This design comes from an exercise in tuning for small area on the open sky130 flow, not from production work. Only simulation tests tie the RTL to the original design; equivalence was not proved. The flow treats the clock pin as an ideal source. Dropping or thinning the clock tree relies on that and would not hold on a real chip. Power figures rest on the tool's default switching activity, not on a simulated workload.

==> inputs of garnet <==
Design ufa_top, start of the top module:
module ufa_top (
  input             clk,
  input             rst,
  input             in_valid,
  output            in_ready,
  input      [1:0]  in_op,
  input      [7:0]  in_data,
  input      [31:0] in_now,
  output            out_valid,
  input             out_ready,
  output     [1:0]  out_kind,
  output     [31:0] out_data
);
Settings: LEC_CHECK=0, CAP_MARGIN=20, CORE_MARGIN=2, CORE_UTILIZATION=40, SLEW_MARGIN=20; clock period 10.0 ns.
standard.sh (not shown) runs the stock make flow with config.mk's settings and CLKGATE_MAP_FILE= SYNTH_SCRIPT=/design/flow/synth_recipe.tcl, a recipe that flattens the netlist after the stock synthesis.
==> flow/flow/run.sh <==
#!/bin/bash
# Own layout flow: the standard flow (standard.sh) with
#  1. the standard synthesis, then its combinational logic re-mapped by ABC with
#     area-oriented scripts (every register cell, name and type is kept: the
#     registers are blackboxes to ABC); several runs of ABC's &deepsyn run in
#     parallel, in three rounds, and the smallest netlist is kept;
#  2. ports buffered with buf_1 (still one buffer per port);
#  3. a hand-built two-level clock tree (flow/manual_cts.tcl) instead of
#     TritonCTS.
# Each tool writes its full output to a log of its own in this folder.
set -euo pipefail
HERE=$(pwd)
PLAT=$FLOW_HOME/platforms/$FLOW_PLATFORM
LIB=$PLAT/lib/sky130_fd_sc_hd__tt_025C_1v80.lib
RES=$HERE/orfs/results/$FLOW_PLATFORM/ufa_top/base
VARS=("BUFFER_PORTS_ARGS=-buffer_cell sky130_fd_sc_hd__buf_1"
      "PRE_CTS_TCL=$HERE/flow/manual_cts.tcl")

# 1. standard synthesis up to the Yosys netlist
bash standard.sh "${VARS[@]}" "$RES/1_2_yosys.v" > log_1_synth.log 2>&1

# 2. re-map the combinational logic
python3 flow/genmodels.py "$LIB" cells_models.v > log_2_models.log 2>&1
DU=$(sed -n '/DONT_USE_CELLS/,/^$/p' $PLAT/config.mk | grep -o 'sky130_fd_sc_hd__[a-z0-9_]*' | sed 's/^/-dont_use /' | tr '\n' ' ')
cp "$RES/1_2_yosys.v" resyn_r0.v

# resyn IN OUT TAG ABC-LINES...: one ABC run on the combinational logic of IN
resyn() {
  local in=$1 out=$2 tag=$3; shift 3
  printf '%s\n' "$@" > "abc_$tag.script"
  cat > "resyn_$tag.ys" <<EOS
read_verilog cells_models.v
read_verilog $in
hierarchy -top $FLOW_TOP
flatten
techmap
opt -fast
opt_clean
abc -script $HERE/abc_$tag.script -liberty $LIB $DU
opt_clean -purge
splitnets
hilomap -singleton -hicell sky130_fd_sc_hd__conb_1 HI -locell sky130_fd_sc_hd__conb_1 LO
insbuf -buf sky130_fd_sc_hd__buf_1 A X
opt_clean -purge
rename -hide w:*.*
write_verilog -noattr -nohex -nodec $out
tee -q -o stat_$tag.txt stat -liberty $LIB
EOS
  yosys -s "resyn_$tag.ys" > "log_2_resyn_$tag.log" 2>&1 || true
}
area_of() { grep -h 'Chip area' "stat_$1.txt" 2>/dev/null | awk '{print $NF}' || true; }

# three rounds of four &deepsyn runs (two seeds, with and without two-input
# LUTs): rounds 1 and 2 start from the standard netlist, round 3 from the
# smallest netlist so far; the smallest netlist of all is kept
best_in=resyn_r0.v; best_a=""
for round in 1 2 3; do
  start=resyn_r0.v
  [[ $round == 3 ]] && start=$best_in
  tags=()
  for seed in 1 2; do
    for lut in n t; do
      s=$(( (round - 1) * 2 + seed ))
      tag=r${round}s${s}$lut
      tags+=($tag)
      opt=""; [[ $lut == t ]] && opt="-t"
      resyn $start resyn_$tag.v $tag strash ifraig dc2 '&get -n' '&st' \
        "&deepsyn -T 60 -S $s $opt" '&dch -f' '&nf -a -R 1000' '&put' topo &
    done
  done
  wait
  for tag in "${tags[@]}"; do
    a=$(area_of $tag)
    [[ -n "$a" && -s resyn_$tag.v ]] || continue
    if [[ -z "$best_a" ]] || awk -v a="$a" -v b="$best_a" 'BEGIN{exit !(a < b)}'; then
      best_in=resyn_$tag.v; best_a=$a
    fi
  done
  echo "after round $round: $best_in ($best_a)" >> resyn_choice.log
done
cp $best_in 1_2_yosys_resyn.v
cp 1_2_yosys_resyn.v "$RES/1_2_yosys.v"
rm -f "$RES/1_synth.odb" "$RES/1_synth.sdc"

# 3. the rest of the standard flow
bash standard.sh "${VARS[@]}" finish > log_3_layout.log 2>&1
Other scripts of this flow, unchanged in this note and not shown: flow/flow/genmodels.py, flow/flow/manual_cts.tcl
==> pepper (differences from garnet) <==
--- a/flow/design.v
+++ b/flow/design.v
@@ -39,33 +39,34 @@
   reg [3:0]  ph;             
   reg        armed;          
   reg        lpl;            
   reg        ba, ga, bb, gb;   
   reg [1:0]  st;
   reg [1:0]  ftype;
   reg [2:0]  k;              
   reg        poll_pend;
+  reg        f_sum;          
   reg [1:0] nb;
   always @(*) nb = in_now[{ph, 1'b0} +: 2];
   wire [1:0] ka = T_FRAME[{ph, 1'b0} +: 2];
   wire [1:0] kb = T_POLL[{ph, 1'b0} +: 2];
   wire       first = (ph == 4'd0);
   wire [1:0] ra = lbt[1:0];
   wire [1:0] rb = lp[1:0] & {2{~lp_zero}};
   wire [2:0] da = {1'b0, nb} - {1'b0, ra} - {2'b0, ba & ~first};
   wire [2:0] db = {1'b0, nb} - {1'b0, rb} - {2'b0, bb & ~first};
   wire ga0 = (da[0] != ka[0]) ? da[0] : (ga & ~first);
   wire ga1 = (da[1] != ka[1]) ? da[1] : ga0;
   wire gb0 = (db[0] != kb[0]) ? db[0] : (gb & ~first);
   wire gb1 = (db[1] != kb[1]) ? db[1] : gb0;
   wire [5:0] n = rx_len;
   wire ovf        = (n == 6'd0);           
   wire chk_short  = n < 6'd5;
-  wire chk_sum    = x_prev != b_last;
+  wire chk_sum    = f_sum;
   wire chk_size   = {3'd0, n} != ({1'b0, h_len} + 9'd5);
   wire c11 = (h_cmd == 8'h11);
   wire c30 = (h_cmd == 8'h30);
   wire c33 = (h_cmd == 8'h33);
   wire c37 = (h_cmd == 8'h37);
   wire c44 = (h_cmd == 8'h44);
   wire cot = ~(c11 | c30 | c33 | c37 | c44);
   wire src_ok_now = (h_ss == 8'hB0) || (h_ss == 8'hB1 && c11);   
@@ -157,39 +158,42 @@
     o_data[3] = o_cfg;
     if (wake) o_data[0] = ~k[0];
     o_data[4] = (o_usub & ~len0) | (o_stat & qFF) | (o_lock & (qnfc | q18 | q19 | q09));
     o_data[5] = o_lock & (q15 | q18 | q19);
     o_data[6] = o_lock & (q1B | q09);
     o_data[7] = o_slot;
     o_data[15:8]  = ({8{o_ovf}} & 8'd40)
                   | ({8{o_short | o_size}} & {2'd0, n})
-                  | ({8{o_sum}} & x_prev)
-                  | ({8{o_src}} & h_ss)
+                  | ({8{o_sum | o_src}} & h_ss)
                   | ({8{o_usub & ~len0 | o_slot}} & h_p)
                   | ({8{o_unkany}} & h_cmd);
     o_data[16] = o_lock & (q15 | q18 | q19 | q1B | qpin | qnfc);
     o_data[17] = o_lock & (q15 | q18 | q1B);
     o_data[23:16] = o_data[23:16]
-                  | ({8{o_sum}} & b_last)
                   | ({8{o_size}} & h_len)
-                  | ({8{o_src}} & h_cmd)
+                  | ({8{o_sum | o_src}} & h_cmd)
                   | ({8{o_unkany}} & h_ss);
     o_data[31:24] = {8{o_unkany}} & h_len;
     if (o_tx) o_data[7:0] = tx_byte;
   end
-  wire       o_valid = (sd & d_v) | (se & e_v) | sx;
+  wire       o_valid = (sd & k[0] & d_v) | (se & e_v) | sx;
   wire [1:0] o_kind  = sd ? K_DIAG : se ? K_EVENT : (wake ? K_WAKE : K_TX);
   assign out_valid = o_valid;
   assign out_kind  = o_kind;
   assign out_data  = o_data;
   wire out_fire = o_valid & out_ready;
   wire idle     = (st == S_IDLE);
   wire last_ph  = (ph == 4'd15);
-  wire vnow = first ? in_valid : armed;
+  wire vnow = first ? (in_valid & idle) : armed;
+  wire can     = (ph[2:0] == 3'd7);    
+  wire ph_ld   = (ph[3] ^ (ph[2:0] == 3'd7)) & ~last_ph;
+  wire feed_ld = armed & ph_ld & (in_op == OP_FEED);
+  wire [7:0] in_rot = {in_data[0], in_data[7:1]};    
+  wire ib      = in_rot[ph[2:0]];
   wire tick_wait = (in_op == OP_TICK) & pf & ~lpl;
   assign in_ready = idle & last_ph & armed & ~tick_wait;
   wire acc = in_valid & in_ready;
   wire fd       = (n != 6'd0) & ga1;
   wire fvalid   = fd & frame_ok;
   wire disc_new = discovered | fvalid;
   wire pf       = disc_new & ((fvalid & (h_cmd == 8'h44)) | gb1);
   wire acc_feed = acc & (in_op == OP_FEED);
@@ -197,17 +201,25 @@
   wire acc_lock = acc & (in_op == OP_LOCK);
   always @(posedge clk) begin
     lbt <= {(vnow & (in_op == OP_FEED)) ? nb : lbt[1:0], lbt[31:2]};
     lp  <= {lpl ? nb : lp[1:0], lp[31:2]};
     ba <= da[2];
     bb <= db[2];
     ga <= ga1;
     gb <= gb1;
-    if (first) armed <= in_valid;
+    if (first) armed <= in_valid & idle;
+    b_last <= {feed_ld ? ib : b_last[0], b_last[7:1]};
+    x_prev <= {feed_ld ? (x_prev[0] ^ b_last[0]) & (rx_len != 6'd0) : x_prev[0],
+               x_prev[7:1]};
+    if (ph_ld & idle) f_sum <= ((ph == 4'd7) ? 1'b0 : f_sum) | (x_prev[0] ^ b_last[0]);
+    if (sd & ~k[0] & can & ~chk_short & chk_sum) begin
+      h_ss  <= x_prev;
+      h_cmd <= b_last;
+    end
     if (acc_feed) begin
       case (rx_len)
         6'd0: h_cmd <= in_data;
         6'd1: h_ss <= in_data;
         6'd2: begin
           bad_src <= ~src_ok_now;
           if (src_ok_now) h_ss <= in_data;
         end
@@ -218,18 +230,16 @@
         end
         6'd5: if (h_p == 8'h13 || h_p == 8'h90) begin
           h_p  <= in_data;
           p_ov <= 1'b1;
           p_90 <= h_p[7];
         end
         default: ;
       endcase
-      b_last <= in_data;
-      x_prev <= (rx_len == 6'd0) ? 8'd0 : (x_prev ^ b_last);
     end
     if (acc_lock) poll_pend <= in_data[0];
     if (acc_tick) poll_pend <= pf;
   end
   always @(posedge clk) begin
     if (rst) begin
       ph         <= 4'd0;
       st         <= S_IDLE;
@@ -262,18 +272,22 @@
               st <= S_DIAG;
             end else if (pf) begin
               ftype <= F_POLL;
               st    <= S_TX;
             end
           end
         end
         S_DIAG: begin
-          if (out_ready)
+          if (~k[0]) begin
+            if (can) k <= 3'd1;
+          end else if (out_ready) begin
+            k  <= 3'd0;
             st <= ovf ? S_IDLE : S_EVT;
+          end
         end
         S_EVT: begin
           if (out_ready) begin
             rx_len <= 6'd0;
             ftype  <= (c_reply != 2'd0) ? c_reply : F_POLL;
             st     <= ((c_reply != 2'd0) | poll_pend) ? S_TX : S_IDLE;
           end
         end
==> run notes <==
Status: garnet no timing/DRC/antenna violations; pepper no timing/DRC/antenna violations
Initial drt markers: garnet 453; pepper 579
Area Growth Syn to Fin: garnet 12.4%; pepper 12.1%
Seq area share: garnet 51.4%; pepper 47.7%
Hold worst-path end: garnet lp[8]; pepper lp[3]
Total length of routed met2 wires: garnet 6750 um; pepper 7000 um
Routability Congestion: garnet 0.897; pepper 0.953
Met3 Usage GRT: garnet 2.15%; pepper 2.20%
Number of multi-input combinational cells in the layout: garnet 431; pepper 471
Slew at the pin closest to its max-slew limit: garnet 981 ps; pepper 960 ps
Reg-to-reg setup timing slack: garnet 5800 ps; pepper 5610 ps
Depth of the critical timing path with buffers and inverters included: garnet 16; pepper 15
Power attributed to the clock group: garnet 0.267 mW; pepper 0.268 mW
Inst Count DP: garnet 852; pepper 894
Post-Syn Area per Cell: garnet 9.95 sq um; pepper 9.08 sq um
Cell internal pwr: garnet 0.746 mW; pepper 0.732 mW
Critical-path maximum fanout: garnet 6; pepper 7
Arr. time, crit path: garnet 5160 ps; pepper 5100 ps
In every run of this note, the design's own scripts or RTL, not TritonCTS, make the clock network.

[re-timing with driven ports]
How much do the figures lean on ideal ports? The routed layouts below were timed once more, with nothing changed but the port constraints. Step 1, drivers: a clkbuf_16 drives clk and a buf_2 each remaining input, both assumed. Step 2, shift: input delay + t, output delay - t, t = (earliest + latest rising clock arrival at the registers) / 2. This alone moves slack from input paths to output paths. a / b / c = no drivers / after step 1 / after step 2; a / b = the first two.
run | shift t [ns] | setup slack, ns | worst setup path after step 2 | worst register clock-pin slew, ns
garnet | 0.426 | 2.840 / 2.818 / 2.818 | input to output | 0.10 / 0.10
pepper | 0.432 | 2.900 / 2.878 / 2.878 | input to output | 0.10 / 0.10
After both steps setup and hold are still met in every run listed.
